From an optimization exercise on the open Yosys and OpenROAD flow, aimed at small area, a short achievable clock period and few clock cycles; shortcuts taken in it are not production practice.
Where RTL was checked, it was by simulation tests only, not by an equivalence proof against the original.
Power is estimated from default activity; no workload was simulated.

Setup of rev 12:
==> flow/design.v (excerpt) <==
module scc_core (
    input  wire        clk,
    input  wire        rst,
    input  wire        cmd_valid,
    output wire        cmd_ready,
    input  wire [63:0] cmd_word,
    output wire        rsp_valid,
    input  wire        rsp_ready,
    output wire [63:0] rsp_word,
    output wire        prim_valid,
    output wire [3:0]  prim_kind,
    output wire [15:0] prim_addr,
    output wire [31:0] prim_arg,
    input  wire        prim_ack,
    input  wire        prim_fail,
    input  wire [7:0]  prim_rdata,
    output wire [1:0]  st_pst,
    output wire        st_strm,
    output wire        st_inited,
    output wire [2:0]  st_gpio_lvl,
    output wire [2:0]  st_gpio_dir,
    output wire        st_clk_en,
    output wire [31:0] st_clk_hz,
    output wire [3:0]  st_rail_en
);
Size: about 1500 cells after synthesis, about 240 I/O pins, ~11000 µm² of cells after synthesis.
clock: 10.0 ns
lec_check: 0
cap_margin: 20
core_margin: 2
core_utilization: 40
setup_slack_margin: 5
slew_margin: 20
run.sh (not shown) runs the stock make flow with config.mk's settings and CLKGATE_MAP_FILE= SYNTH_SCRIPT=/design/flow/synth_recipe.tcl, a recipe that flattens the netlist after the stock synthesis.
Rev 12 reached the final stage; the timing, DRC and antenna checks on its layout passed.
Testbench counts of rev 12, summed over its fixed seeds: cycles 21,737.
The inputs of rev 13 differ from those of rev 12 as listed below.
-- flow/design.v --
<<< rev 12, line 54
    reg        rshow;       
    reg        rpclk;       
    reg        inited;
    reg        strm;
>>> rev 13, line 54
    reg        rshow;       
    reg        rpclk;       
    reg        gpend;       
    reg        inited;
    reg        strm;
<<< rev 12, line 406
    wire [8:0] g_setx = b_lt16 ? 9'd16 : b_gt159 ? 9'd159 : {1'b0, cb[7:0]};
    wire [8:0] g_in   = op07 ? g_setx : g_set;
    wire [7:0] code_in = gcode_rom(g_in[7:0]);
    wire str_on_run = cb[0] & ~strm & (pst == 2'd2) & mode_valid;
    wire go_run = ok & (op01 | (op02 & pwr_legal) | (op03 & look_ok) | (op04 & str_on_run)
>>> rev 13, line 407
    wire [8:0] g_setx = b_lt16 ? 9'd16 : b_gt159 ? 9'd159 : {1'b0, cb[7:0]};
    wire [8:0] g_in   = op07 ? g_setx : g_set;
    wire [7:0] code_in = (op07 & b_gt159) ? 8'd229 : gcode_rom(cb[7:0]);
    wire str_on_run = cb[0] & ~strm & (pst == 2'd2) & mode_valid;
    wire go_run = ok & (op01 | (op02 & pwr_legal) | (op03 & look_ok) | (op04 & str_on_run)
<<< rev 12, line 510
            rshow <= legal & (op08 | op09 | (op0a & mode_valid));
            rpclk <= legal & op0a & mode_valid & (cb[3:0] == 4'd6);
            t     <= op08 ? exp_r :
                     op09 ? {7'd0, gain_r} :
>>> rev 13, line 511
            rshow <= legal & (op08 | op09 | (op0a & mode_valid));
            rpclk <= legal & op0a & mode_valid & (cb[3:0] == 4'd6);
            gpend <= ok & op06 & ~b_le169;
            t     <= op08 ? exp_r :
                     op09 ? {7'd0, gain_r} :
<<< rev 12, line 558
                rsp_q  <= ~go_run;
                if (ok && op04 && !cb[0]) strm <= 1'b0;
                if (ok && op06 && !b_le169) gain_r <= g_set;
            end
        end else if (run_q) begin
>>> rev 13, line 560
                rsp_q  <= ~go_run;
                if (ok && op04 && !cb[0]) strm <= 1'b0;
            end
        end else if (run_q) begin
<<< rev 12, line 619
            end
        end else if (rsp_q) begin
            if (rsp_ready) begin
                rsp_q  <= 1'b0;
>>> rev 13, line 620
            end
        end else if (rsp_q) begin
            if (gpend) gain_r <= gt;
            if (rsp_ready) begin
                rsp_q  <= 1'b0;
- Summary of the comparison: design area is lower in rev 13, relative to rev 12.
- Measured against each other, rev 12 and rev 13 differ in synthesized area, the lower figure coming from rev 13.
- As of rev 13, via count had fallen by a little under 10% compared to rev 12.
- The met3 usage of rev 13 is lower than that of rev 12.
- The distinct cell type count after synthesis in rev 13 was lower than what rev 12 gave.
- When rev 13 is set beside rev 12, its total wire length after detailed routing turns out to be 6600 µm smaller.
- Compared with rev 12, in rev 13 count of plain and timing-repair buffers in the layout down 38, data required time of the worst path up 0.03 ns, worst setup timing slack at the placement stage up 0.61 ns, synthesized instance count down 70, internal power up about 2.5%.
- Measured against each other, rev 12 and rev 13 differ in final critical-path required period, the lower figure coming from rev 13.
- In the reports for rev 12 and rev 13, the smaller area of the core region belongs to rev 13.
For rev 13, only the layout was checked, not whether the RTL still works.

========
## MS
scc_core, a different RTL version from the one above (not shown whole).
For scale: about 1600 cells after synthesis, ~130 flip-flops, ~10000 um^2 of cells after synthesis.
==> flow/config.mk <==
export PLATFORM = sky130hd
export DESIGN_NAME = scc_core
export DESIGN_NICKNAME = scc_core
export VERILOG_FILES = /design/flow/design.v
export SDC_FILE = /design/flow/constraint.sdc
export NUM_CORES = 4
export LEC_CHECK = 0
export ABC_AREA = 1
export CAP_MARGIN = 20
export CORE_MARGIN = 2
export CORE_UTILIZATION = 55
export CTS_BUF_LIST = sky130_fd_sc_hd__clkbuf_4 sky130_fd_sc_hd__clkbuf_8
export SLEW_MARGIN = 20
export DONT_USE_CELLS += sky130_fd_sc_hd__ha_1 sky130_fd_sc_hd__ha_2 sky130_fd_sc_hd__ha_4 sky130_fd_sc_hd__fa_1 sky130_fd_sc_hd__fa_2 sky130_fd_sc_hd__fa_4
export SKIP_REPAIR_TIE_FANOUT = 1
==> flow/constraint.sdc <==
create_clock -name core_clock -period 10.0 [get_ports {clk}]
set_input_delay 2.0000 -clock core_clock [delete_from_list [all_inputs] [get_ports {clk}]]
set_output_delay 2.0000 -clock core_clock [all_outputs]
set_load 0.01 [all_outputs]
standard.sh (not shown) runs the stock make flow with config.mk's settings and CLKGATE_MAP_FILE= SYNTH_SCRIPT=/design/flow/synth_recipe.tcl, a recipe that flattens the netlist after the stock synthesis.
==> flow/flow/run.sh <==
#!/bin/bash
set -euo pipefail
export SETUP_SLACK_MARGIN=6.55
export BUFFER_PORTS_ARGS="-buffer_cell sky130_fd_sc_hd__buf_1"
echo 'export DONT_USE_CELLS += sky130_fd_sc_hd__ha_1 sky130_fd_sc_hd__ha_2 sky130_fd_sc_hd__ha_4 sky130_fd_sc_hd__fa_1 sky130_fd_sc_hd__fa_2 sky130_fd_sc_hd__fa_4' >> config.mk
echo 'export SKIP_REPAIR_TIE_FANOUT = 1' >> config.mk
bash standard.sh > flow_make.log 2>&1
Testbench counts of MS, summed over its fixed seeds: cycles 21,737.
### MS -> PW
--- a/flow/design.v
+++ b/flow/design.v
@@ -39,34 +39,31 @@
                      C_SEL = 4'd8, C_STRM = 4'd12;
     reg        idle_q;      
     reg        run_q;       
     reg        rsp_q;       
     reg        abt_q;       
     reg [4:0]  upc;         
     reg [3:0]  cls;         
     reg [15:0] t;           
     reg [8:0]  gt;          
     reg        glo;         
     reg        ghi;         
     reg [7:0]  cr;          
-    reg        gsel;        
     reg [3:0]  pk;          
     reg [15:0] pa;
     reg [7:0]  pg;          
     reg [4:0]  pc;          
     reg [7:0]  rs;          
     reg        rv;          
-    reg        rshow_lo;    
-    reg        rshow_hi;    
-    reg        rpclk;       
+    reg        rshow;       
     reg        gpend;       
     reg        inited;
     reg        strm;
     reg        soff;        
     reg [1:0]  pst;
     reg        mode_valid;
     reg [1:0]  mode_idx;
     reg [15:0] exp_r;
     reg [8:0]  gain_r;
     reg [2:0]  gpio_lvl;
     reg [2:0]  gpio_dir;
     reg        clk_en;
@@ -476,25 +473,24 @@
     always @(*) begin
         carry = 1'b1;
         for (j = 0; j < 14; j = j + 1) begin
             s_inc[j] = t[j + 2] ^ carry;
             carry    = carry & t[j + 2];
         end
     end
     wire [15:0] frame = s_ge ? {s_inc, t[1:0]} : vts_cur;
     wire [8:0] g_cl = glo ? 9'd16 : ghi ? ((cls == C_EXPG) ? 9'd159 : 9'd511) : gt;
     wire [4:0] upc_n = {upc[4] ^ (&upc[3:0]), upc[3] ^ (&upc[2:0]), upc[2] ^ (&upc[1:0]),
                         upc[1] ^ upc[0], ~upc[0]};
     wire [32:0] nxt = prim_at(cls, upc_n, pm, t, frame);
-    wire nxt_gsel = (cls == C_EXPG) && (upc[1:0] == 2'd3);
     reg last;
     always @(*) begin
         if (is_prog)
             last = pm[1] ? (pm[0] ? (upc[1:0] == 2'd1) : (upc[1:0] == 2'd2)) : (upc[1:0] == 2'd3);
         else case (cls)
             C_INIT:    last = upc[0];
             C_STBYON:  last = (upc[1:0] == 2'd3);
             C_STBYOFF: last = (upc[2:0] == 3'd5);
             C_PON:     last = (upc == 5'd18);
             C_POFF:    last = (upc[3:0] == 4'd12);
             C_EXP:     last = (upc[1:0] == 2'd3);
             C_EXPG:    last = upc[2];
@@ -518,54 +514,50 @@
     always @(posedge clk) begin
         if (idle_q) begin
             cls      <= cls_in;
             upc      <= 5'd0;
             pk       <= pk_in;
             pa       <= pa_in;
             pg       <= pg_in;
             pc       <= 5'd0;
             gt       <= cb[8:0];
             glo      <= b_hi0_4;
             ghi      <= op07 ? b_gt159 : ~b_hi0_9;
             cr       <= code_in;
-            gsel     <= op06;
             rs       <= st_in;
             rv       <= legal & op0a & mode_valid;
-            rshow_lo <= legal & (op08 | op09 | (op0a & mode_valid));
-            rshow_hi <= legal & (op08 | op09 | (op0a & mode_valid));
-            rpclk    <= legal & op0a & mode_valid & (cb[3:0] == 4'd6);
+            rshow    <= legal & (op08 | op09 | (op0a & mode_valid));
             gpend    <= ok & op06 & ~b_le169;
             t        <= op08 ? exp_r :
                         op09 ? {7'd0, gain_r} :
                         op0a ? mode_field16(mode_idx, cb[3:0]) : shutter;
         end else if (run_q) begin
             if (cls == C_INIT) t[7:0] <= prim_rdata;
             if (prim_ack) begin
                 if (abt_q) ;
                 else if (fail) begin
                     rs <= st_fail;
                     if (scope_held) begin
                         pk <= P_SCOPEREL;
                         pa <= 16'd0;
                         pg <= 8'd1;
                         pc <= 5'd0;
                     end
                 end else begin
                     if (!last) begin
-                        gsel <= nxt_gsel;
                         {pk, pa, pg, pc} <= nxt;
                     end
                     if (cls == C_INIT && !id_ok) begin
                         rs       <= 8'h10;
-                        rshow_lo <= 1'b1;
+                        rshow    <= 1'b1;
                     end else if (last) begin
                         upc <= 5'd0;
                     end else begin
                         upc <= upc_n;
                     end
                 end
             end
         end
         if (rst) begin
             idle_q     <= 1'b1;
             run_q      <= 1'b0;
             rsp_q      <= 1'b0;
@@ -650,28 +642,29 @@
         end else if (rsp_q) begin
             soff <= 1'b0;
             if (soff) strm <= 1'b0;
             if (gpend) gain_r <= g_cl;
             if (rsp_ready) begin
                 rsp_q  <= 1'b0;
                 idle_q <= 1'b1;
             end
         end
     end
     assign cmd_ready   = idle_q;
     assign rsp_valid   = rsp_q;
+    wire rpclk = rv & t[15];
     assign rsp_word    = {rs, rv, 7'd0, 11'd0, upc,
                           3'd0, rpclk, 4'd0, rpclk, 2'd0, rpclk, 3'd0, rpclk,
-                          t[15:8] & {8{rshow_hi}}, t[7:0] & {8{rshow_lo}}};
+                          t & {16{rshow}}};
     assign prim_valid  = run_q;
     assign prim_kind   = pk;
     assign prim_addr   = pa;
-    assign prim_arg    = {arg_of(pc) >> 8, pg | (cr & {8{gsel}})};
+    assign prim_arg    = {arg_of(pc) >> 8, pg | (cr & {8{pa[2]}})};
     assign st_pst      = pst;
     assign st_strm     = strm & ~soff;
     assign st_inited   = inited;
     assign st_gpio_lvl = gpio_lvl;
     assign st_gpio_dir = gpio_dir;
     assign st_clk_en   = clk_en;
     assign st_clk_hz   = clk_hz_on ? MCLK_HZ : 32'd0;
     assign st_rail_en  = rail_en;
 endmodule
Results
- PW completed every stage of the flow, and the final layout passed the timing, DRC and antenna checks.
- On die area, the higher figure sits with MS, not PW.
- Measured against each other, PW and MS differ in growth of design area from synthesis to finish, the lower figure coming from MS.
- PW vs MS, synthesized cell area went down by 3.1%.
- The total met3 wirelength after detailed routing number comes out lower for MS vs PW.
- Lower sequential share of layout area was reported by PW, not MS.
- Sort PW and MS by setup slack, descending, and MS comes first.
The RTL of PW was laid out without a check of its function.

what the ideal ports hide:
No port has a modelled driver above. Below, the same layouts with a new extraction and two added sets of constraints.
Step 1 assumes that a clkbuf_16 drives the clock port and a buf_2 every other input.
Step 2 adds t to the input delays and takes it off the output delays; t is the mean of the earliest and latest rising clock arrival at the registers after step 1. Input paths then give back, and output paths get back, about the clock's delay inside the block.
Three values: ideal ports, drivers, drivers and shift; two values: the first two.
run | shift t [ns] | setup slack, ns | latest minus earliest clock arrival (ns)
rev 12 | 0.473 | 5.034 / 5.061 / 4.588 | 0.014 / 0.014
rev 13 | 0.472 | 5.188 / 5.215 / 4.743 | 0.011 / 0.012
MS | 0.497 | 6.609 / 6.587 / 6.125 | 0.020 / 0.020
PW | 0.510 | 6.539 / 6.551 / 6.041 | 0.017 / 0.017
After both steps setup and hold are still met in every run listed. For PW, which loses most, drivers alone change the setup slack by +0.012 ns; drivers and shift together by -0.498 ns.
